What follows belongs to an exercise in optimizing a design on an open flow for small area and a short achievable clock period; a production flow would make more cautious choices.
Only simulation tests tie the RTL to the original design; equivalence was not proved.

**flow/config.mk**
```make
export PLATFORM = sky130hd
export DESIGN_NAME = cap_bounds_decoder
export DESIGN_NICKNAME = cap_bounds_decoder
export VERILOG_FILES = /design/flow/design.v
export SDC_FILE = /design/flow/constraint.sdc
export NUM_CORES = 4
export LEC_CHECK = 0
export CAP_MARGIN = 20
export CORE_MARGIN = 2
export CORE_UTILIZATION = 40
export SLEW_MARGIN = 20
```
**flow/constraint.sdc**
```tcl
create_clock -name core_clock -period 26.0 [get_ports {clk}]
set_input_delay 5.2000 -clock core_clock [delete_from_list [all_inputs] [get_ports {clk}]]
set_output_delay 5.2000 -clock core_clock [all_outputs]
set_load 0.01 [all_outputs]
```
**flow/design.v**
```verilog
module capdec_bounds (
    input  wire [2:0]   ver,
    input  wire [128:0] cap,
    output wire [5:0]   exponent,
    output wire [63:0]  base,
    output wire [64:0]  limit,
    output wire [63:0]  repb,
    output wire [64:0]  rept
);
    wire       mw14      = (ver == 3'd0) || (ver == 3'd1);
    wire [4:0] mw        = mw14 ? 5'd14 : 5'd16;
    wire       ie_int    = (ver <= 3'd2);    
    wire       exp_inv   = (ver >= 3'd3);
    wire [5:0] exp_clamp = mw14 ? 6'd52 : 6'd50;
    wire [5:0] max_exp   = exp_clamp;
    wire       guard     = !mw14;
    wire       sext_addr = (ver >= 3'd4);
    wire       flip_en   = (ver >= 3'd3);
    wire       sat_en    = (ver == 3'd5);
    wire        ie_bit = mw14 ? cap[90] : cap[94];
    wire [15:0] bf     = mw14 ? {2'b00, cap[77:64]} : cap[79:64];
    wire [13:0] tf     = mw14 ? {2'b00, cap[89:78]} : cap[93:80];
    wire        internal = (ie_bit == ie_int);
    wire [5:0] e6    = {tf[2:0], bf[2:0]};
    wire [5:0] e_raw = !internal ? 6'd0 : exp_inv ? ~e6 : e6;
    wire [5:0] exp_c = (e_raw > exp_clamp) ? exp_clamp : e_raw;
    assign exponent = exp_c;
    wire [15:0] B   = internal ? {bf[15:3], 3'b000} : bf;
    wire [13:0] Tlo = internal ? {tf[13:3], 3'b000} : tf;
    wire [13:0] b_low = mw14 ? {2'b00, B[11:0]} : B[13:0];
    wire        carry = (Tlo < b_low);
    wire [1:0]  b_top = mw14 ? B[13:12] : B[15:14];
    wire [1:0]  ttop  = b_top + {1'b0, carry} + {1'b0, internal};
    wire [15:0] T     = mw14 ? {2'b00, ttop, Tlo[11:0]} : {ttop, Tlo};
    wire [64:0] base0  = {49'd0, B} << exp_c;
    wire [64:0] limit0 = {49'd0, T} << exp_c;
    wire [63:0] a = sext_addr ? {{8{cap[55]}}, cap[55:0]} : cap[63:0];
    wire [6:0] k  = {1'b0, exp_c} + {2'b00, mw};
    wire [2:0] A3 = a >> (k - 7'd3);
    wire [2:0] B3 = mw14 ? B[13:11] : B[15:13];
    wire [2:0] T3 = mw14 ? T[13:11] : T[15:13];
    wire [2:0] R3 = B3 - 3'd1;
    wire aHi = (A3 < R3);
    wire bHi = (B3 < R3);
    wire tHi = (T3 < R3);
    wire [64:0] cb = {64'd0, bHi} - {64'd0, aHi};
    wire [64:0] ct = {64'd0, tHi} - {64'd0, aHi};
    wire        apply5 = !guard || (k <= 7'd63);
    wire [64:0] atop   = {1'b0, a} >> k;
    wire [64:0] base1  = apply5 ? (((atop + cb) << k) + base0)  : base0;
    wire [64:0] limit1 = apply5 ? (((atop + ct) << k) + limit0) : limit0;
    wire [1:0] hi_diff = limit1[64:63] - {1'b0, base1[63]};
    wire       flip    = flip_en && (exp_c < max_exp - 6'd1) && (hi_diff > 2'd1);
    wire [64:0] limit3 = flip ? (limit1 ^ {1'b1, 64'd0}) : limit1;
    wire sat = sat_en && (e_raw >= 6'd51);
    assign base  = sat ? 64'd0 : base1[63:0];
    assign limit = sat ? {1'b1, 64'd0} : limit3;
    wire        full_win = (exp_c > max_exp - 6'd2);
    wire [6:0]  s        = {1'b0, exp_c} + {2'b00, mw} - 7'd3;
    wire [63:0] q        = base >> s;
    wire [63:0] r        = q - 64'd1;
    wire [63:0] repb_w   = r << s;
    wire [64:0] span     = 65'd1 << k;
    assign repb = full_win ? 64'd0 : repb_w;
    assign rept = full_win ? {1'b1, 64'd0} : ({1'b0, repb_w} + span);
endmodule
module capdec_core (
    input  wire [2:0]   ver,
    input  wire [128:0] cap,
    output wire         err,
    output wire         tag,
    output wire [17:0]  perms,
    output wire [18:0]  otype,
    output wire         ie,
    output wire [15:0]  bottom,
    output wire [13:0]  top,
    output wire [7:0]   flags,
    output wire [63:0]  value,
    output wire [63:0]  base,
    output wire [64:0]  limit,
    output wire [5:0]   exponent,
    output wire [63:0]  repb,
    output wire [64:0]  rept
);
    wire mw14 = (ver == 3'd0) || (ver == 3'd1);
    assign err    = (ver > 3'd5);
    assign tag    = cap[128];
    assign perms  = cap[127:110];
    assign flags  = cap[63:56];
    assign value  = cap[63:0];
    assign otype  = mw14 ? cap[109:91] : {4'd0, cap[109:95]};
    assign ie     = mw14 ? cap[90] : cap[94];
    assign bottom = mw14 ? {2'd0, cap[77:64]} : cap[79:64];
    assign top    = mw14 ? {2'd0, cap[89:78]} : cap[93:80];
    capdec_bounds u_bounds (
        .ver(ver), .cap(cap), .exponent(exponent), .base(base), .limit(limit),
        .repb(repb), .rept(rept));
endmodule
module cap_bounds_decoder (
    input  wire         clk,
    input  wire         rst,
    input  wire         in_valid,
    input  wire [2:0]   in_ver,
    input  wire [128:0] in_cap,
    output reg          out_valid,
    output reg          out_err,
    output reg          out_tag,
    output reg  [17:0]  out_perms,
    output reg  [18:0]  out_otype,
    output reg          out_ie,
    output reg  [15:0]  out_bottom,
    output reg  [13:0]  out_top,
    output reg  [7:0]   out_flags,
    output reg  [63:0]  out_value,
    output reg  [63:0]  out_base,
    output reg  [64:0]  out_limit,
    output reg  [5:0]   out_exponent,
    output reg  [63:0]  out_repb,
    output reg  [64:0]  out_rept
);
    reg         s1_valid;
    reg [2:0]   s1_ver;
    reg [128:0] s1_cap;
    always @(posedge clk) begin
        if (rst) begin
            s1_valid <= 1'b0;
        end else begin
            s1_valid <= in_valid;
        end
        if (in_valid) begin
            s1_ver <= in_ver;
            s1_cap <= in_cap;
        end
    end
    wire        d_err, d_tag, d_ie;
    wire [17:0] d_perms;
    wire [18:0] d_otype;
    wire [15:0] d_bottom;
    wire [13:0] d_top;
    wire [7:0]  d_flags;
    wire [63:0] d_value, d_base, d_repb;
    wire [64:0] d_limit, d_rept;
    wire [5:0]  d_exponent;
    capdec_core u_core (
        .ver(s1_ver), .cap(s1_cap),
        .err(d_err), .tag(d_tag), .perms(d_perms), .otype(d_otype), .ie(d_ie),
        .bottom(d_bottom), .top(d_top), .flags(d_flags), .value(d_value),
        .base(d_base), .limit(d_limit), .exponent(d_exponent),
        .repb(d_repb), .rept(d_rept));
    always @(posedge clk) begin
        if (rst) begin
            out_valid <= 1'b0;
        end else begin
            out_valid <= s1_valid;
        end
        if (s1_valid) begin
            out_err      <= d_err;
            out_tag      <= d_tag;
            out_perms    <= d_perms;
            out_otype    <= d_otype;
            out_ie       <= d_ie;
            out_bottom   <= d_bottom;
            out_top      <= d_top;
            out_flags    <= d_flags;
            out_value    <= d_value;
            out_base     <= d_base;
            out_limit    <= d_limit;
            out_exponent <= d_exponent;
            out_repb     <= d_repb;
            out_rept     <= d_rept;
        end
    end
endmodule
```
**flow/run.sh**
```bash
#!/bin/bash
# synth_recipe.tcl (not shown) runs the flow's synth.tcl, then flattens the netlist and writes it again
# the make line also repeats each setting of config.mk as NAME=value (left out here)
make -C /OpenROAD-flow-scripts/flow DESIGN_CONFIG=/design/flow/config.mk WORK_HOME=/design/flow/orfs CLKGATE_MAP_FILE= SYNTH_SCRIPT=/design/flow/synth_recipe.tcl finish
```
==> results.txt <==
-- layer usage --
| metal | up-vias | share of wire (%) |
|---|---|---|
| met5 | - | 0.054 |
| met2 | 5089 | 42 |
| met3 | 964 | 11 |
| met4 | 18 | 6.2 |
| li1 | 34000 | - |
| met1 | 37900 | 41 |
-- registers in the layout, summed over array words and instances (netlist names), 18 cells and up --
register and cells:
s1_cap 129, out_limit 65, out_rept 65, out_base 64, out_repb 64, out_value 56, out_otype 19, out_perms 18
-- final timing paths --
| check | depth (start not counted) | to | slack [ps] | start |
|---|---|---|---|---|
| max | 94 | out_rept[63]$_SDFFCE_PN0P_ | 1010 | s1_ver[1]$_DFFE_PP_ |
| max reg2reg | 94 | out_rept[63]$_SDFFCE_PN0P_ | 1010 | s1_ver[1]$_DFFE_PP_ |
| min reg2reg | 0 | out_perms[4]$_DFFE_PP_ | 420 | s1_cap[114]$_DFFE_PP_ |
| min | 0 | out_perms[4]$_DFFE_PP_ | 420 | s1_cap[114]$_DFFE_PP_ |
-- worst register-to-register path, delay by kind of cell (launching register included) --
kind / cells / cell delay (ps)
AOI/OAI and AO/OA: 46 / 11530
xor gates and xnor gates: 2 / 620
adders and majority gates: 8 / 3190
buffers and inverters: 15 / 3360
DFF: 1 / 590
muxes: 5 / 2360
and+or+nand+nor: 18 / 3040
-- final cells by class --
cell class                 count  area [um2]
antenna                       27        67.6
clock buffer                  69        1500
clock inverter                38         407
fill                       16500       86000
inverter                     166         648
multi-input combinational   7372       48500
sequential                   532       16000
tap                         2204        2760
timing repair buffer        1259       10900
-- cells by family (layout without fill, tap and decap cells) --
| kind of cell | after synthesis | count (layout) |
|---|---|---|
| XOR/XNOR | 289 | 289 |
| flip-flops | 532 | 532 |
| AND/OR/NAND/NOR | 3348 | 3348 |
| multiplexers | 657 | 657 |
| AO/OA/AOI/OAI | 2709 | 2709 |
| other | 0 | 27 |
| buffers and inverters | 755 | 1532 |
| adder cells (fa/ha/maj) | 369 | 369 |
-- repair_timing --
action / 4_1_cts / 5_1_grt
buffers inserted: 0 / 2
gates resized for setup: 0 / 6
endpoints found under the setup margin: 0 / 14
-- layout by cell type (no fill, tap or decap), types with 88 or more instances in the layout --
master,count
sky130_fd_sc_hd__nor2_1,1245
sky130_fd_sc_hd__nand2_1,963
sky130_fd_sc_hd__buf_4,708
sky130_fd_sc_hd__a21oi_1,683
sky130_fd_sc_hd__clkdlybuf4s50_1,540
sky130_fd_sc_hd__edfxtp_1,530
sky130_fd_sc_hd__mux2i_1,508
sky130_fd_sc_hd__o21ai_0,484
sky130_fd_sc_hd__ha_1,357
sky130_fd_sc_hd__nor3_1,235
sky130_fd_sc_hd__a21o_1,202
sky130_fd_sc_hd__nand3_1,183
sky130_fd_sc_hd__a211oi_1,173
sky130_fd_sc_hd__xnor2_1,167
sky130_fd_sc_hd__inv_1,154
sky130_fd_sc_hd__and2_1,134
sky130_fd_sc_hd__o211ai_1,121
sky130_fd_sc_hd__xor2_1,111
sky130_fd_sc_hd__o22ai_1,107
sky130_fd_sc_hd__nand2b_1,91
sky130_fd_sc_hd__a31oi_1,88
-- per-stage QoR --
| step | instances | worst slack, ps | utilization [%] | hold slack (ps) |
|---|---|---|---|---|
| 2_1_floorplan | 8659 | 14.4 | - | 400 |
| 3_3_place_gp | 11500 | 1090 | 47.2 | 401 |
| 3_5_place_dp | 11500 | 1010 | 47.2 | 405 |
| 4_1_cts | 11600 | 896 | 48.3 | 417 |
| 5_1_grt | 11600 | 137 | 48.4 | 425 |
| 6_report | 11700 | 1010 | 48.4 | 416 |
==> flow_summary.html <==
<table>
<tr><th>Metric</th><th>Value</th></tr>
<tr><th colspan="2">Status</th></tr>
<tr><td>Outcome</td><td>complete, no violations</td></tr>
<tr><th colspan="2">Critical path</th></tr>
<tr><td>CP delay by family, top</td><td>compound AO/OA/AOI/OAI gates</td></tr>
<tr><td>Critical path fanouts, max</td><td>slightly above 40</td></tr>
<tr><td>Cell type of the slowest stage on the worst timing path</td><td>sky130_fd_sc_hd__fa_4</td></tr>
<tr><td>Crit-path most repeated cell</td><td>sky130_fd_sc_hd__buf_4</td></tr>
<tr><td>Startpoint types</td><td>flop</td></tr>
<tr><td>Crit path capture type</td><td>flop</td></tr>
<tr><td>Slowest stage delay, CP</td><td>820 ps</td></tr>
<tr><td>Critical Setup Path Class</td><td>flop to flop</td></tr>
<tr><td>Critical Path RT</td><td>26430 ps</td></tr>
<tr><td>Critical Path AT</td><td>25420 ps</td></tr>
<tr><td>Combined buffer and inverter count along the critical path</td><td>15</td></tr>
<tr><th colspan="2">Logic synthesis</th></tr>
<tr><td>Count of different cell masters after synthesis</td><td>118</td></tr>
<tr><td>Top post-synthesis cells by count</td><td>sky130_fd_sc_hd__nor2_1, sky130_fd_sc_hd__nand2_1, sky130_fd_sc_hd__a21oi_1</td></tr>
<tr><td>Post-Synthesis Cells</td><td>about 8700</td></tr>
<tr><td>Number of nets produced by synthesis</td><td>9163</td></tr>
<tr><td>Post-synthesis sequential element count</td><td>around 530</td></tr>
<tr><td>Syn. warnings</td><td>1</td></tr>
<tr><td>Share of the synthesized area in compound gates (AO/OA/AOI/OAI)</td><td>a little over a quarter</td></tr>
<tr><td>Post-synthesis instance area</td><td>67000 um2</td></tr>
<tr><td>Largest cells by area after synthesis</td><td>sky130_fd_sc_hd__edfxtp_1, sky130_fd_sc_hd__mux2i_1, sky130_fd_sc_hd__nor2_1</td></tr>
<tr><td>Mux contribution to synthesized area</td><td>11.4%</td></tr>
<tr><td>Number of enable flip-flop cells after synthesis</td><td>530</td></tr>
<tr><td>Asr flop ratio synth</td><td>0%</td></tr>
<tr><td>Top cell type's share of synthesized area</td><td>23.7%</td></tr>
<tr><td>Simple-gate area share of the yosys netlist</td><td>between 20% and 30%</td></tr>
<tr><td>Average cell area after synthesis</td><td>7.74 um2</td></tr>
<tr><td>Dominant combinational cell family by area after synthesis</td><td>compound AO/OA/AOI/OAI gates</td></tr>
<tr><td>Area share of fa/ha/maj cells after synthesis</td><td>between 6 and 7%</td></tr>
<tr><td>Dominant cell by count in the synthesized netlist</td><td>sky130_fd_sc_hd__nor2_1</td></tr>
<tr><td>Xor and xnor fraction of the mapped netlist area</td><td>approximately 3.8%</td></tr>
<tr><td>Prevailing post-synth register cell</td><td>sky130_fd_sc_hd__edfxtp_1</td></tr>
<tr><td>Library cell with the largest summed area after synthesis</td><td>sky130_fd_sc_hd__edfxtp_1</td></tr>
<tr><td>Register area share after synthesis</td><td>23.8%</td></tr>
<tr><th colspan="2">Detailed routing</th></tr>
<tr><td>DRT iter0 DRCs</td><td>11700</td></tr>
<tr><td>Vias per cell</td><td>~6.7</td></tr>
<tr><td>Number of DRC violations after detailed routing</td><td>0</td></tr>
<tr><td>Remaining antenna violation count after routing</td><td>0</td></tr>
<tr><td>Total iterations of the first detailed-routing run</td><td>8</td></tr>
<tr><td>WL/cell</td><td>32.6 um</td></tr>
<tr><td>Via count</td><td>about 78000</td></tr>
<tr><td>DRT Wirelength</td><td>380 mm</td></tr>
<tr><th colspan="2">Global route</th></tr>
<tr><td>Met1 usage in global routing</td><td>between 50% and 60%</td></tr>
<tr><td>Maximum number of pins on one net before global-route repair</td><td>224</td></tr>
<tr><td>Global-route track usage on met3</td><td>11.3%</td></tr>
<tr><td>Layer with the highest usage</td><td>met2</td></tr>
<tr><td>GR Layer Usage met2</td><td>62.3%</td></tr>
<tr><td>GRT Residual Overflow</td><td>0</td></tr>
<tr><td>Via count of the first global-routing pass</td><td>71200</td></tr>
<tr><td>Antenna violations before repair</td><td>35</td></tr>
<tr><td>Global-route wire length before repair</td><td>529 mm</td></tr>
<tr><td>Global-route usage over all layers</td><td>42.6%</td></tr>
<tr><th colspan="2">Job</th></tr>
<tr><td>Max cap viols</td><td>0</td></tr>
<tr><th colspan="2">Clock network</th></tr>
<tr><td>Number of buffers added by the clock tree synthesis step</td><td>58</td></tr>
<tr><td>Total of hold buffers inserted after clock tree synthesis</td><td>0</td></tr>
<tr><td>Clock tree from TritonCTS</td><td>built</td></tr>
<tr><td>Total number of clock tree sinks</td><td>532</td></tr>
<tr><td>Clock latency on the worst-skew pair</td><td>730 ps</td></tr>
<tr><td>Worst-case clock buffer depth</td><td>3</td></tr>
<tr><td>CTS clk-pin slew, worst paths</td><td>80 ps</td></tr>
<tr><td># H-tree levels</td><td>2</td></tr>
<tr><td>Clock Root Buffer</td><td>sky130_fd_sc_hd__clkbuf_16</td></tr>
<tr><th colspan="2">Floorplanning</th></tr>
<tr><td>Chip width</td><td>413 um</td></tr>
<tr><td>Die height</td><td>about 410 um</td></tr>
<tr><td>Number of I/O pins</td><td>542</td></tr>
<tr><td>Starting density of the core</td><td>40.2%</td></tr>
<tr><td>Area inside the core boundary</td><td>167000 um2</td></tr>
<tr><td>Number of placement rows</td><td>150</td></tr>
<tr><td>Area of the die</td><td>171000 um2</td></tr>
<tr><th colspan="2">Placed design</th></tr>
<tr><td>Port bufs</td><td>541</td></tr>
<tr><td>Final Wtd Congestion</td><td>1.07</td></tr>
<tr><td>Half-perimeter wire length after placement</td><td>307 mm</td></tr>
<tr><td>Total cell area at the placement stage</td><td>78700 um2</td></tr>
<tr><th colspan="2">STA</th></tr>
<tr><td>Clock Skew</td><td>35.4 ps</td></tr>
<tr><td>Headroom to the max-slew limit</td><td>about an eighth</td></tr>
<tr><td>Summed negative setup slack over all endpoints</td><td>0 ps</td></tr>
<tr><td>Count of endpoints failing setup in the final report</td><td>0</td></tr>
<tr><td>F_max</td><td>40.0 MHz</td></tr>
<tr><td>Shortest clock period the worst path allows after layout</td><td>24990 ps</td></tr>
<tr><td>Final Max Slew Viols</td><td>0</td></tr>
<tr><td>Actual transition at the worst max-transition pin</td><td>approximately 1300 ps</td></tr>
<tr><td>Count of endpoints failing hold in the final timing report</td><td>0</td></tr>
<tr><td>Period utilization</td><td>96.1%</td></tr>
<tr><td>Setup repair after global routing missed its margin</td><td>no</td></tr>
<tr><th colspan="2">Cells and area</th></tr>
<tr><td>Nets@finish</td><td>9893</td></tr>
<tr><td>Final Instance Area</td><td>80800 um2</td></tr>
<tr><td>Layout Area Growth over Synthesis</td><td>20.6%</td></tr>
<tr><td>Fraction of layout instances using a drive strength above 1</td><td>roughly 12%</td></tr>
<tr><th colspan="2">Hold path</th></tr>
<tr><td>Min-delay worst type</td><td>flop to flop</td></tr>
</table>

## port drivers added, routing unchanged
In the flow no input, the clock included, has a driving cell. The finished layout below was timed again as built, in two steps. Step 1 (the two cells are an assumption about what drives the block):
set clk [get_ports {clk}]
set_driving_cell -lib_cell sky130_fd_sc_hd__clkbuf_16 $clk
set_driving_cell -lib_cell sky130_fd_sc_hd__buf_2 [delete_from_list [all_inputs] $clk]
Step 2 moves the port delays by t, midway between the first and last clock arrival at a register: inputs arrive t later, outputs are due t later. That takes back most of the time a late clock gives input paths. Slacks: ideal ports / drivers / drivers and shift; pairs: ideal ports / drivers.
t (ns): 0.808
setup WS [ns]: 1.015 / 1.015 / 1.015
worst setup path at the end: register to register
worst slew at a driven data input, ns: 0.18
After both steps setup and hold are still met in this run. The setup slack of this run moves by 0.000 ns with the drivers and by 0.000 ns with both steps.
